What follows belongs to an exercise in optimizing a design on an open flow for small area, a short achievable clock period and few clock cycles; a production flow would make more cautious choices. Function was checked by simulation only, so behaviour that the tests miss may differ from the original. Power and IR drop assume default switching activity.

**flow/config.mk**
```make
export PLATFORM = sky130hd
export DESIGN_NAME = sidc
export DESIGN_NICKNAME = sidc
export VERILOG_FILES = /design/flow/design.v
export SDC_FILE = /design/flow/constraint.sdc
export NUM_CORES = 8
export LEC_CHECK = 0
export CAP_MARGIN = 20
export CORE_MARGIN = 2
export CORE_UTILIZATION = 30
export PLACE_DENSITY = 0.45
export SETUP_SLACK_MARGIN = 4.0
export SLEW_MARGIN = 20
```
**flow/constraint.sdc**
```tcl
create_clock -name core_clock -period 10.0 [get_ports {clk}]
set_input_delay 2.0000 -clock core_clock [delete_from_list [all_inputs] [get_ports {clk}]]
set_output_delay 2.0000 -clock core_clock [all_outputs]
set_load 0.01 [all_outputs]
```
**flow/design.v**
```verilog
module sidc_crc8 (
    input  wire [31:0] acc_in,
    input  wire [7:0]  d,
    output reg  [31:0] acc_out
);
    integer i;
    always @* begin
        acc_out = acc_in ^ {24'd0, d};
        for (i = 0; i < 8; i = i + 1)
            acc_out = (acc_out >> 1) ^ (acc_out[0] ? 32'hEDB88320 : 32'h0);
    end
endmodule
module sidc_crcfix (
    input  wire [7:0]  delta,
    input  wire [6:0]  dpos,
    output reg  [31:0] corr
);
    reg [31:0] w, t;
    integer i;
    always @* begin
        case (dpos)
            7'd0: w = 32'hEDB88320;
            7'd1: w = 32'h3B83984B;
            7'd2: w = 32'hE1351B80;
            7'd3: w = 32'hED59B63B;
            7'd4: w = 32'hB1E6B092;
            7'd5: w = 32'h1EB014D8;
            7'd6: w = 32'h8816EAF2;
            7'd7: w = 32'h533B85DA;
            7'd8: w = 32'h6655004F;
            7'd9: w = 32'hE6050901;
            7'd10: w = 32'h77E1359F;
            7'd11: w = 32'h60C76FE0;
            7'd12: w = 32'hA06A2517;
            7'd13: w = 32'h8373EFE2;
            7'd14: w = 32'h4E87F0BB;
            7'd15: w = 32'h5CFDEDF4;
            7'd16: w = 32'hBA8CCBE8;
            7'd17: w = 32'hAE6BE681;
            7'd18: w = 32'h9A11D850;
            7'd19: w = 32'h6BF1402C;
            7'd20: w = 32'h32B39DA3;
            7'd21: w = 32'h4FED41CF;
            7'd22: w = 32'h0B943260;
            7'd23: w = 32'h4DB9F56A;
            7'd24: w = 32'hAD2A31B3;
            7'd25: w = 32'h52C5C807;
            7'd26: w = 32'h9E36506B;
            7'd27: w = 32'hDAFE8E80;
            7'd28: w = 32'hED627DAE;
            7'd29: w = 32'h3183EC92;
            7'd30: w = 32'h1E307184;
            7'd31: w = 32'hEACB7748;
            7'd32: w = 32'h78ED02D5;
            7'd33: w = 32'hF6C1CB59;
            7'd34: w = 32'h1241289B;
            7'd35: w = 32'h67CF0BE4;
            7'd36: w = 32'hA700E96A;
            7'd37: w = 32'hADC088AF;
            7'd38: w = 32'h46C47EF1;
            7'd39: w = 32'hCAFC06F4;
            7'd40: w = 32'hBA1ACA03;
            7'd41: w = 32'h99B34B70;
            7'd42: w = 32'h509CC277;
            7'd43: w = 32'hCE31785D;
            7'd44: w = 32'h15141C31;
            7'd45: w = 32'h51CB1426;
            7'd46: w = 32'hD25C4EE9;
            7'd47: w = 32'hD9040692;
            7'd48: w = 32'h1ED8F66E;
            7'd49: w = 32'hAA1494A9;
            7'd50: w = 32'hAFA00FD8;
            7'd51: w = 32'h88A7FAE9;
            7'd52: w = 32'hD95EFD26;
            7'd53: w = 32'hD2D4DB00;
            7'd54: w = 32'h00D2D4DB;
            7'd55: w = 32'h1101D988;
            7'd56: w = 32'hE3720ACB;
            7'd57: w = 32'h0C556932;
            7'd58: w = 32'hC8DB04E9;
            7'd59: w = 32'hD91E81D8;
            7'd60: w = 32'h88D14467;
            7'd61: w = 32'hD35E25BF;
            7'd62: w = 32'h5B0DF038;
            7'd63: w = 32'h2859B56E;
            7'd64: w = 32'hAA2215EA;
            7'd65: w = 32'h40752973;
            7'd66: w = 32'hC94C55AF;
            7'd67: w = 32'h46A0F22C;
            7'd68: w = 32'h329ECC11;
            7'd69: w = 32'h6A82BE3E;
            7'd70: w = 32'hC10B9F15;
            7'd71: w = 32'h6D1CEF74;
            7'd72: w = 32'h5705A9CA;
            7'd73: w = 32'h7BE62E07;
            7'd74: w = 32'h9E1F738D;
            7'd75: w = 32'h9397E0EE;
            7'd76: w = 32'h4721589F;
            7'd77: w = 32'h60F7AF8D;
            7'd78: w = 32'h93690832;
            7'd79: w = 32'hC8443888;
            7'd80: w = 32'hE3AB4F2A;
            7'd81: w = 32'hDB586299;
            7'd82: w = 32'h89087382;
            7'd83: w = 32'h033FEA7F;
            7'd84: w = 32'hC0B95347;
            7'd85: w = 32'hE8786D60;
            7'd86: w = 32'h4D5A1935;
            7'd87: w = 32'h56FE9E3A;
            7'd88: w = 32'hC65A272C;
            7'd89: w = 32'h321E36C4;
            7'd90: w = 32'h9C3B189F;
            7'd91: w = 32'h602CB5CD;
            7'd92: w = 32'hE5B592B8;
            7'd93: w = 32'hC55F8E2C;
            7'd94: w = 32'h321D336D;
            7'd95: w = 32'h333100D6;
            7'd96: w = 32'h6F8346E1;
            7'd97: w = 32'hD76251A8;
            7'd98: w = 32'hD8DA498B;
            7'd99: w = 32'h7AB280E1;
            7'd100: w = 32'hD777606E;
            7'd101: w = 32'hAADD3B3F;
            7'd102: w = 32'hB6CCF006;
            7'd103: w = 32'hE9D569C5;
            7'd104: w = 32'hEBE7E356;
            7'd105: w = 32'h82E31322;
            7'd106: w = 32'hD5E2A2F7;
            7'd107: w = 32'h230C851D;
            7'd108: w = 32'h6325605C;
            7'd109: w = 32'h62BE38BF;
            7'd110: w = 32'h5BBC1025;
            7'd111: w = 32'h4B5F6857;
            7'd112: w = 32'hF5449B3F;
            7'd113: w = 32'hB69369A6;
            default: w = 32'h0;
        endcase
        corr = 32'd0;
        t = w;
        for (i = 7; i >= 0; i = i - 1) begin
            if (delta[i]) corr = corr ^ t;
            t = (t >> 1) ^ (t[0] ? 32'hEDB88320 : 32'h0);
        end
    end
endmodule
module sidc (
    input  wire        clk,
    input  wire        rst,       
    input  wire        req,
    input  wire        we,
    input  wire        wide,      
    input  wire [10:0] addr,
    input  wire [31:0] wdata,
    output reg         ack,
    output reg         err,
    output reg  [31:0] rdata
);
    localparam integer RSV   = 40;
    localparam integer MACS  = 8;
    localparam integer TOTAL = 30 + RSV + 6 * MACS;   
    localparam integer SPAN  = TOTAL - 4;             
    localparam [31:0]  TAG_LIT = 32'h43434944;        
    localparam [31:0]  PARAMS  = (RSV << 16) | (MACS << 8) | TOTAL;
    localparam integer DATE_OFF = 18;
    localparam [31:0]  ZERO_CRC = 32'h472AF91E;       
    localparam [7:0] OP_NOP        = 8'h00;
    localparam [7:0] OP_SOFT_RESET = 8'h01;
    localparam [7:0] OP_CRC_INIT   = 8'h10;
    localparam [7:0] OP_CRC_BYTE   = 8'h11;
    localparam [7:0] OP_CRC_WORD   = 8'h12;
    localparam [7:0] OP_DATE_ENC   = 8'h20;
    localparam [7:0] OP_DATE_DEC   = 8'h21;
    localparam [7:0] OP_BUF_RESET  = 8'h30;
    localparam [7:0] OP_BUF_PUSH   = 8'h31;
    localparam [7:0] OP_REC_DECODE = 8'h32;
    localparam [7:0] OP_REC_ENCODE = 8'h33;
    localparam [7:0] OP_REC_ZERO   = 8'h34;
    localparam [7:0] OP_REC_TAG    = 8'h35;
    localparam [7:0] OP_REC_STAMP  = 8'h40;
    localparam [7:0] OP_REC_VERIFY = 8'h41;
    reg [8*SPAN-1:0]  px, py;
    reg [SPAN-1:0]    fy, by;
    reg [31:0]        tl;         
    reg [15:0] len;
    reg [31:0] checksum;
    reg [15:0] cal_year;
    reg [7:0]  cal_month, cal_day, cal_hour, cal_minute, cal_second;
    reg [31:0] din;
    reg [31:0] crc_acc;
    reg        st_format_err, st_crc_ok, st_crc_mismatch, st_cmd_err, st_acc_err;
    reg [2:0]  err_code;
    reg [31:0] img_crc;           
    reg [31:0] buf_crc;           
    reg        pend_v, pend_buf;  
    reg [7:0]  pend_d;
    reg [6:0]  pend_dist;
    reg [2:0]  mc_cnt;            
    wire [7:0] off   = addr[7:0];
    wire in_ctrl  = (addr[10:8] == 3'b000);
    wire in_field = (addr[10:8] == 3'b010) && (off < SPAN);
    wire in_buf   = (addr[10:8] == 3'b100) && (off < TOTAL);
    reg ctrl_readable, ctrl_writable;
    always @* begin
        ctrl_readable = 1'b0;
        ctrl_writable = 1'b0;
        case (off)
            8'h00: begin ctrl_readable = 1'b1; ctrl_writable = 1'b1; end
            8'h04, 8'h08, 8'h0C, 8'h14, 8'h1C, 8'h24:
                   ctrl_readable = 1'b1;
            8'h10, 8'h18, 8'h20, 8'h40, 8'h44, 8'h48, 8'h4C, 8'h50, 8'h54:
                   begin ctrl_readable = 1'b1; ctrl_writable = 1'b1; end
            default: ;
        endcase
    end
    wire field_rsv = (off >= 24) && (off < 24 + RSV);
    wire ctrl_ok   = in_ctrl && wide && (we ? ctrl_writable : ctrl_readable);
    wire field_ok  = in_field && !wide && !(we && field_rsv);
    wire buf_ok    = in_buf && !wide;
    wire legal     = ctrl_ok || field_ok || buf_ok;
    wire [7:0] op  = wdata[7:0];
    wire [7:0] arg = wdata[15:8];
    reg op_known, op_has_arg;
    always @* begin
        op_known   = 1'b1;
        op_has_arg = 1'b0;
        case (op)
            OP_NOP, OP_SOFT_RESET, OP_CRC_INIT, OP_CRC_WORD, OP_DATE_ENC, OP_DATE_DEC,
            OP_BUF_RESET, OP_REC_DECODE, OP_REC_ENCODE, OP_REC_ZERO, OP_REC_TAG,
            OP_REC_STAMP, OP_REC_VERIFY: ;
            OP_CRC_BYTE, OP_BUF_PUSH: op_has_arg = 1'b1;
            default: op_known = 1'b0;
        endcase
    end
    wire cmd_legal = (wdata[31:16] == 16'd0) && op_known && (op_has_arg || arg == 8'd0);
    wire do_write  = req && legal && we;
    wire do_cmd    = do_write && in_ctrl && (off == 8'h00);
    wire do_exec   = do_cmd && cmd_legal;
    wire wr_field  = do_write && !in_ctrl && !addr[10];
    wire wr_buf    = do_write && addr[10];
    wire x_date    = do_exec && (op == OP_DATE_ENC);
    wire x_tag     = do_exec && (op == OP_REC_TAG);
    wire x_push    = do_exec && (op == OP_BUF_PUSH);
    wire x_dec     = do_exec && (op == OP_REC_DECODE) && (len == TOTAL);
    wire x_enc     = do_exec && (op == OP_REC_ENCODE);
    wire x_zero    = do_exec && (op == OP_REC_ZERO);
    wire x_soft    = do_exec && (op == OP_SOFT_RESET);
    wire mc_op     = x_date || x_tag;
    wire mc_cmd    = req && we && wide && (addr == 11'd0) && (op == OP_DATE_ENC || op == OP_REC_TAG);
    wire mc_last   = (mc_cnt == (op[4] ? 3'd3 : 3'd5));
    reg [10:0] pa;
    reg        pv;
    reg [7:0]  pd;
    wire brd    = !we && !wide && !addr[8] && (addr[10] ^ addr[9]);
    wire hit    = pv && (addr == pa);
    wire use_pa = pv && !we;
    wire [6:0] ridx = use_pa ? pa[6:0] + 7'd1 : off[6:0];
    wire       rbuf = use_pa ? pa[10] : addr[10];
    always @* begin
        ack = req && !(mc_cmd && !mc_last) && !(brd && !hit);
        err = !legal;
    end
    reg [31:0] ctrl_val;
    always @* begin
        case (off[6:2])
            5'h01: ctrl_val = {26'd0, st_acc_err, st_cmd_err, 1'b0,
                               st_crc_mismatch, st_crc_ok, st_format_err};
            5'h02: ctrl_val = {29'd0, err_code};
            5'h03: ctrl_val = PARAMS;
            5'h04: ctrl_val = din;
            5'h05: ctrl_val = {16'd0, len};
            5'h06: ctrl_val = crc_acc;
            5'h07: ctrl_val = ~crc_acc;
            5'h08: ctrl_val = checksum;
            5'h09: ctrl_val = TAG_LIT;
            5'h10: ctrl_val = {16'd0, cal_year};
            5'h11: ctrl_val = {24'd0, cal_month};
            5'h12: ctrl_val = {24'd0, cal_day};
            5'h13: ctrl_val = {24'd0, cal_hour};
            5'h14: ctrl_val = {24'd0, cal_minute};
            5'h15: ctrl_val = {24'd0, cal_second};
            default: ctrl_val = 32'd0;
        endcase
    end
    integer i;
    reg [7:0] byte_rd;
    reg       rsel, rhit;
    always @* begin
        byte_rd = 8'd0;
        for (i = 0; i < SPAN; i = i + 1) begin
            rsel = rbuf ? by[i] : fy[i];
            rhit = (ridx == i);
            byte_rd = byte_rd | ({8{rhit && !rsel}} & px[8*i +: 8])
                              | ({8{rhit &&  rsel}} & py[8*i +: 8]);
        end
        for (i = SPAN; i < TOTAL; i = i + 1)
            byte_rd = byte_rd | ({8{rbuf && ridx == i}} & tl[8*(i-SPAN) +: 8]);
    end
    function [7:0] fbb(input integer k);
        fbb = fy[k] ? py[8*k +: 8] : px[8*k +: 8];
    endfunction
    always @* begin
        if (in_ctrl) rdata = ctrl_val;
        else         rdata = {24'd0, pd};
    end
    wire [31:0] corr;
    sidc_crcfix u_fix (.delta(pend_d), .dpos(pend_dist), .corr(corr));
    wire [31:0] img_eff = img_crc ^ ((pend_v && !pend_buf) ? corr : 32'd0);
    wire [31:0] buf_eff = buf_crc ^ ((pend_v &&  pend_buf) ? corr : 32'd0);
    wire [31:0] crc_b, crc_p;
    sidc_crc8 u_crc_byte (.acc_in(crc_acc), .d(arg), .acc_out(crc_b));
    sidc_crc8 u_crc_push (.acc_in(buf_eff), .d(arg), .acc_out(crc_p));
    wire [31:0] crc_w1, crc_w2, crc_w3, crc_w4;
    sidc_crc8 u_crc_w1 (.acc_in(crc_acc), .d(din[31:24]), .acc_out(crc_w1));
    sidc_crc8 u_crc_w2 (.acc_in(crc_w1),  .d(din[23:16]), .acc_out(crc_w2));
    sidc_crc8 u_crc_w3 (.acc_in(crc_w2),  .d(din[15:8]),  .acc_out(crc_w3));
    sidc_crc8 u_crc_w4 (.acc_in(crc_w3),  .d(din[7:0]),   .acc_out(crc_w4));
    reg  [6:0] ymod;
    reg  [7:0] ystep;
    reg  [3:0] ynib;
    integer j;
    always @* begin
        case (mc_cnt[1:0])
            2'd0:    ynib = cal_year[15:12];
            2'd1:    ynib = cal_year[11:8];
            2'd2:    ynib = cal_year[7:4];
            default: ynib = cal_year[3:0];
        endcase
        ystep = (mc_cnt == 3'd0) ? 8'd0 : {1'b0, ymod};
        for (j = 3; j >= 0; j = j - 1) begin
            ystep = {ystep[6:0], ynib[j]};
            if (ystep >= 8'd100) ystep = ystep - 8'd100;
        end
    end
    reg [7:0] mc_val, mc_old;
    reg [6:0] mc_pos;
    always @* begin
        if (x_date) begin
            case (mc_cnt)
                3'd0:    begin mc_pos = DATE_OFF+1; mc_val = cal_month;  mc_old = fbb(DATE_OFF+1); end
                3'd1:    begin mc_pos = DATE_OFF+2; mc_val = cal_day;    mc_old = fbb(DATE_OFF+2); end
                3'd2:    begin mc_pos = DATE_OFF+3; mc_val = cal_hour;   mc_old = fbb(DATE_OFF+3); end
                3'd3:    begin mc_pos = DATE_OFF+4; mc_val = cal_minute; mc_old = fbb(DATE_OFF+4); end
                3'd4:    begin mc_pos = DATE_OFF+5; mc_val = cal_second; mc_old = fbb(DATE_OFF+5); end
                default: begin mc_pos = DATE_OFF+0; mc_val = {1'b0, ymod}; mc_old = fbb(DATE_OFF+0); end
            endcase
        end else begin
            mc_pos = {5'd0, mc_cnt[1:0]};
            case (mc_cnt[1:0])
                2'd0:    begin mc_val = TAG_LIT[31:24]; mc_old = fbb(0); end
                2'd1:    begin mc_val = TAG_LIT[23:16]; mc_old = fbb(1); end
                2'd2:    begin mc_val = TAG_LIT[15:8];  mc_old = fbb(2); end
                default: begin mc_val = TAG_LIT[7:0];   mc_old = fbb(3); end
            endcase
        end
    end
    wire       fb_all  = rst || x_soft || x_zero;    
    wire [6:0] fb_wpos = mc_op ? mc_pos : off[6:0];
    wire       fb_wen  = mc_op || wr_field;
    wire [6:0] bf_wpos = addr[10] ? off[6:0] : len[6:0];
    wire       bf_wen  = !rst && (wr_buf || (x_push && len < TOTAL));
    wire [7:0] wbus    = fb_all ? 8'd0 : mc_op ? mc_val : addr[10] ? wdata[7:0] : (addr[9] ? wdata[7:0] : arg);
    wire       x_enc_r = !rst && x_enc;
    wire       x_dec_r = !rst && x_dec;
    reg fw, bw, bys;
    always @(posedge clk) begin
        for (i = 0; i < SPAN; i = i + 1) begin
            fw  = fb_all || (fb_wen && fb_wpos == i);
            bw  = bf_wen && bf_wpos == i;
            bys = by[i] && !rst;
            if ((fw && bys) || (bw && fy[i]))
                px[8*i +: 8] <= wbus;
            if ((fw && !bys) || (bw && !fy[i]))
                py[8*i +: 8] <= wbus;
            if (fw)
                fy[i] <= !bys;
            else if (x_dec_r)
                fy[i] <= by[i];
            if (rst)
                by[i] <= 1'b0;
            else if (bw)
                by[i] <= !fy[i];
            else if (x_enc_r)
                by[i] <= fy[i];
        end
        for (i = SPAN; i < TOTAL; i = i + 1) begin
            if (x_enc_r)
                tl[8*(i-SPAN) +: 8] <= checksum[8*(TOTAL-1-i) +: 8];
            else if (bf_wen && bf_wpos == i)
                tl[8*(i-SPAN) +: 8] <= wbus;
        end
    end
    wire [6:0] buf_end = (len < SPAN) ? len[6:0] : SPAN[6:0];
    wire       img_ok  = (~img_eff == checksum);
    always @(posedge clk) begin
        if (rst) begin
            len             <= 16'd0;
            checksum        <= 32'd0;
            cal_year        <= 16'd0;
            cal_month       <= 8'd0;
            cal_day         <= 8'd0;
            cal_hour        <= 8'd0;
            cal_minute      <= 8'd0;
            cal_second      <= 8'd0;
            din             <= 32'd0;
            crc_acc         <= 32'hFFFFFFFF;
            st_format_err   <= 1'b0;
            st_crc_ok       <= 1'b0;
            st_crc_mismatch <= 1'b0;
            st_cmd_err      <= 1'b0;
            st_acc_err      <= 1'b0;
            err_code        <= 3'd0;
            img_crc         <= ZERO_CRC;
            buf_crc         <= 32'hFFFFFFFF;
            pend_v          <= 1'b0;
            pend_buf        <= 1'b0;
            pend_d          <= 8'd0;
            pend_dist       <= 7'd0;
            mc_cnt          <= 3'd0;
            pv              <= 1'b0;
        end else begin
            if (req && brd) begin
                if (hit) begin
                    pd      <= byte_rd;
                    pa[6:0] <= pa[6:0] + 7'd1;
                end else if (!pv) begin
                    pd      <= byte_rd;
                    pa      <= addr;
                    pv      <= 1'b1;
                end else
                    pv      <= 1'b0;
            end else if (req && we)
                pv <= 1'b0;
            if (mc_cmd)
                mc_cnt <= mc_last ? 3'd0 : mc_cnt + 3'd1;
            if (mc_cmd && !mc_cnt[2])
                ymod <= ystep[6:0];
            img_crc <= img_eff;
            buf_crc <= buf_eff;
            pend_v  <= 1'b0;
            if (mc_op) begin
                pend_v    <= 1'b1;
                pend_buf  <= 1'b0;
                pend_d    <= mc_old ^ mc_val;
                pend_dist <= (SPAN - 1) - mc_pos;
            end else if (wr_field) begin
                pend_v    <= 1'b1;
                pend_buf  <= 1'b0;
                pend_d    <= byte_rd ^ wdata[7:0];
                pend_dist <= (SPAN - 1) - off[6:0];
            end else if (wr_buf && off[6:0] < buf_end) begin
                pend_v    <= 1'b1;
                pend_buf  <= 1'b1;
                pend_d    <= byte_rd ^ wdata[7:0];
                pend_dist <= buf_end - 7'd1 - off[6:0];
            end
            if (req && !legal) begin
                st_acc_err <= 1'b1;
                err_code   <= 3'd4;
            end else if (do_write && in_ctrl) begin
                case (off)
                    8'h10: din        <= wdata;
                    8'h18: crc_acc    <= wdata;
                    8'h20: checksum   <= wdata;
                    8'h40: cal_year   <= wdata[15:0];
                    8'h44: cal_month  <= wdata[7:0];
                    8'h48: cal_day    <= wdata[7:0];
                    8'h4C: cal_hour   <= wdata[7:0];
                    8'h50: cal_minute <= wdata[7:0];
                    8'h54: cal_second <= wdata[7:0];
                    default: ;
                endcase
                if (do_cmd && !cmd_legal) begin
                    st_cmd_err <= 1'b1;
                    err_code   <= 3'd3;
                end
                if (do_exec) begin
                    case (op)
                    OP_SOFT_RESET: begin
                        len             <= 16'd0;
                        checksum        <= 32'd0;
                        cal_year        <= 16'd0;
                        cal_month       <= 8'd0;
                        cal_day         <= 8'd0;
                        cal_hour        <= 8'd0;
                        cal_minute      <= 8'd0;
                        cal_second      <= 8'd0;
                        din             <= 32'd0;
                        crc_acc         <= 32'hFFFFFFFF;
                        st_format_err   <= 1'b0;
                        st_crc_ok       <= 1'b0;
                        st_crc_mismatch <= 1'b0;
                        st_cmd_err      <= 1'b0;
                        st_acc_err      <= 1'b0;
                        err_code        <= 3'd0;
                        img_crc         <= ZERO_CRC;
                        buf_crc         <= 32'hFFFFFFFF;
                    end
                    OP_CRC_INIT: crc_acc <= 32'hFFFFFFFF;
                    OP_CRC_BYTE: crc_acc <= crc_b;
                    OP_CRC_WORD: crc_acc <= crc_w4;
                    OP_DATE_DEC: begin
                        cal_year   <= {8'd0, fbb(DATE_OFF+0)};
                        cal_month  <= fbb(DATE_OFF+1);
                        cal_day    <= fbb(DATE_OFF+2);
                        cal_hour   <= fbb(DATE_OFF+3);
                        cal_minute <= fbb(DATE_OFF+4);
                        cal_second <= fbb(DATE_OFF+5);
                    end
                    OP_BUF_RESET: begin
                        len     <= 16'd0;
                        buf_crc <= 32'hFFFFFFFF;
                    end
                    OP_BUF_PUSH: begin
                        if (len != 16'hFFFF) len <= len + 16'd1;
                        if (len < SPAN) buf_crc <= crc_p;
                    end
                    OP_REC_DECODE: begin
                        if (len == TOTAL) begin
                            checksum      <= {tl[7:0], tl[15:8], tl[23:16], tl[31:24]};
                            st_format_err <= 1'b0;
                            img_crc       <= buf_eff;
                        end else begin
                            st_format_err <= 1'b1;
                            err_code      <= 3'd1;
                        end
                    end
                    OP_REC_ENCODE: begin
                        len     <= TOTAL;
                        buf_crc <= img_eff;
                    end
                    OP_REC_ZERO: begin
                        checksum <= 32'd0;
                        img_crc  <= ZERO_CRC;
                    end
                    OP_REC_STAMP: begin
                        checksum <= ~img_eff;
                        crc_acc  <= img_eff;
                    end
                    OP_REC_VERIFY: begin
                        crc_acc <= img_eff;
                        if (img_ok) begin
                            st_crc_ok       <= 1'b1;
                            st_crc_mismatch <= 1'b0;
                        end else begin
                            st_crc_ok       <= 1'b0;
                            st_crc_mismatch <= 1'b1;
                            err_code        <= 3'd2;
                        end
                    end
                    default: ;
                    endcase
                end
            end
        end
    end
endmodule
```
**flow/run.sh**
```bash
#!/bin/bash
# synth_recipe.tcl (not shown) runs the flow's synth.tcl, then flattens the netlist and writes it again
# the make line also repeats each setting of config.mk as NAME=value (left out here)
make -C /OpenROAD-flow-scripts/flow DESIGN_CONFIG=/design/flow/config.mk WORK_HOME=/design/flow/orfs CLKGATE_MAP_FILE= SYNTH_SCRIPT=/design/flow/synth_recipe.tcl finish
```
==> summary.txt <==
[flip-flops by register name, indices dropped and copies added (netlist names), 7 cells and up]
signal      count
px            912
crc_acc        32
ymod            7
buf_crc        32
tl             32
cal_hour        8
pa             11
len            16
cal_second      8
cal_minute      8
fy            114
pd              8
by            114
pend_dist       7
cal_day         8
py            912
pend_d          8
u_fix.w        32
cal_month       8
checksum       32
cal_year       16
img_crc        32
din            32
[synth_stat cells (148+ instances only)]
| library cell | count | share of area, % |
|---|---|---|
| mux2i_1 | 155 | 1.3 |
| xor2_1 | 236 | 1.7 |
| edfxtp_1 | 1996 | 49 |
| ha_1 | 279 | 2.9 |
| nand2_1 | 796 | 2.4 |
| dfxtp_1 | 407 | 6.7 |
| clkbuf_1 | 593 | 1.8 |
| nand3_1 | 200 | 0.82 |
| xnor2_1 | 434 | 3.1 |
| nor2_1 | 911 | 2.8 |
| nor3_1 | 323 | 1.3 |
| nand4_1 | 190 | 0.97 |
| inv_1 | 234 | 0.72 |
| a211oi_1 | 173 | 1.1 |
| o21ai_0 | 555 | 2.3 |
| a21oi_1 | 534 | 2.2 |
| and3_1 | 148 | 0.76 |
| a22oi_1 | 781 | 4.8 |
[per-layer routing]
metal	share of wire (%)	vias to the layer above	global-route usage, %
li1	-	43400	-
met3	12	3089	16.6
met2	41	11300	69.5
met4	11	38	46.6
met1	35	62100	55.9
met5	0.085	-	0.0463
[layout make-up]
type | instances | area [um^2]
Fill cell | 39500 | 251000
Clock inverter | 169 | 1550
Antenna cell | 166 | 415
Inverter | 241 | 967
Timing Repair Buffer | 1293 | 13600
Sequential cell | 2403 | 68100
Tap cell | 5428 | 6790
Timing Repair inverter | 1 | 7.51
Multi-Input combinational cell | 7455 | 55100
Clock buffer | 394 | 8380
[per-stage QoR]
step           cells  hold WS [ns]  worst slack [ns]  area (um^2)  power, mW
2_1_floorplan  10800         0.432              3.20       123000       12.3
3_3_place_gp   16500         0.473             0.713       137000       13.5
3_5_place_dp   16600         0.474              1.07       138000       13.5
4_1_cts        17300         0.488              3.82       153000       25.0
5_1_grt        17400         0.512              3.83       155000       25.4
6_report       17600         0.493              3.68       155000       25.2
[worst max path at each step]
| stage | start | to | slack, ns | depth (start not counted) |
|---|---|---|---|---|
| 2_1_floorplan | addr[1] | px[106] | 3.20 | 13 |
| 3_3_place_gp | we | pend_d[3] | 0.71 | 15 |
| 3_5_place_dp | addr[4] | pend_d[0] | 1.07 | 16 |
| 4_1_cts | addr[5] | rdata[5] | 3.82 | 11 |
| 5_1_grt | addr[3] | rdata[6] | 3.83 | 13 |
| 6_report | we | pend_d[2] | 3.68 | 19 |
[kinds of logic (layout without fill, tap and decap cells)]
group           Yosys count  in the layout  share of synthesized area (%)
fa+ha+maj               280            280                           2.87
compound gates         3088           3088                           17.2
flops                  2403           2403                           55.6
mux                     239            244                           2.04
simple gates           3018           3019                           11.7
buf+inv                 961           2098                           2.99
other cells               0            166                              0
xor+xnor                824            824                           7.58
[repair_timing]
action                                   CTS  global route
endpoints found under the setup margin  3210          1392
setup buffers                            153            77
resized for setup                        853           253
pin swaps                                 90            82
cloned                                    28             7
[worst max-delay path: cells and delay by family]
family | cells | cell delay [ns]
mux | 1 | 0.35
xor+xnor | 1 | 0.08
buf+inv | 7 | 1.49
simple gates | 7 | 2.07
compound gates | 3 | 1.16
[report_power, final]
group | switching (mW) | internal (mW)
combinational | 1.63 | 0.533
sequential | 0.215 | 11.3
clock | 5.03 | 6.52
==> out/metrics.cfg <==
[outcome]
status=timing/DRC/antenna clean

[synthesis]
ys.flop_type=edfxtp_1
syn_inst=10800
yosysWarningCount=3
synth_cell_type_count=95
syn_nets=11100
synth_area_per_cell_um2=11.3
netlist_area_um2=122000
synth-seq-cells=2403
synth_seq_area_share_pct=55.6
synth_edf_count=1996
synthArstFlopShare_pct=0

[timing]
fin_crit_ns=6.32
skew_ns=0.0983
grt_setup_unrepaired=true
setup_tns_ns=0
slew_headroom_pct=12.0
setup_viol=0
min_period_over_period_pct=63.2
fmax_mhz=158
tightest_slew_ns=1.32
slew_violations=0
final_hold_viol_count=0

[grt]
grt_pass1_vias=107000
grt_usage_pct=48.4
antenna_found_initial=203
overflow=0
grt_max_degree=128
grt_pass1_wl_um=1270000

[final_layout]
nets=12000
area_delta_synth_final_pct=26.6
drive_above_1_share_pct=22.1
final_util_pct=38.1
final_common_cell=edfxtp_1
most-common-layout-cells=edfxtp_1, buf_4, nor2_1

[critical_path]
r2r_cells=22
rr_startpoint=len[5]
cp-start-kind=primary input
slowest_stage=a211oi_2
cp-end-kind=flip-flop
r2r_slack_ns=4.07
crit_chain=clkbuf_4 -> nor2b_4 -> buf_4 -> buf_12 -> mux2_4 -> buf_4 -> a211oi_2 -> nand2_2 -> buf_4 -> nor3_2 -> buf_4 -> a22oi_1 -> nand4_1 -> nor3_1 -> and4_1 -> nand4_1 -> buf_4 -> xnor2_1 -> a211oi_1
cp.arrival_ns=7.21
max_stage_delay_ns=0.67
criticalPathCategory=primary input to flip-flop
cp_common_cell=buf_4
crit_fanout=11
reg2reg_to=u_fix.w[30]
worst_ep_required_time_ns=10.89

[clocking]
cts-hold-fix-buffers=0
cts_max_path_buffers=4
cts_tree=yes
root_buffer=clkbuf_16
cts.sinks=2403
cts_max_level=5
clk_pin_slew_ns=0.06
worstSkewPairLatency_ns=1.01
cts_buffers=309

[place]
gp_congestion=1.11
dp_hpwl_um=761000
io_buffers=81

[flow_run]
maxCapViolCount=0

[detailed_routing]
drt_iter0_drc=22700
ant_nets=0
routedWlPerCell_um=59.1
first_pass_iters=10
vias_per_cell=6.84
wl_um=1040000
remaining_drc_errors=0
vias=120000

[floorplan]
io_pins=82
num_rows=234
core_um2=406000
dieHeight_um=643
initial_core_util_pct=30.1
dieWidth_um=643
die-area_um2=413000

[power]
powerDensity_nw_per_um2=163
cellLeakagePower_nw=55.7
ir_worst_vdd_mv=0.134

[min_path]
min_from=st_cmd_err
hold_depth=2
hold_path_end=st_cmd_err
hold_class=flip-flop to flip-flop

Testbench counts, summed over its fixed seeds: cycles 14,772.

## re-timing with driven ports
The flow's constraints put no driver on any port. The routed layout listed below was extracted and timed again, unchanged, in two steps.
Step 1 sets driving cells, clkbuf_16 on the clock port and buf_2 on the other inputs (assumed; they add their load-dependent delay and slew).
Step 2 times the ports against the registers' clock, not the clock port: input delays grow and output delays shrink by t, the midpoint of the rising clock arrivals with the driver on.
Three values: ideal, step 1, step 2; two values: the first two.
t, ns: 1.088
setup slack, ns: 3.684 / 3.627 / 2.605
worst setup path at the end: input to register
worst slew at a driven data input, ns: 0.26
pins driven straight from the clock port: 1
After both steps this run still meets setup and hold. For this run, drivers alone change the setup slack by -0.057 ns; drivers and shift together by -1.079 ns.
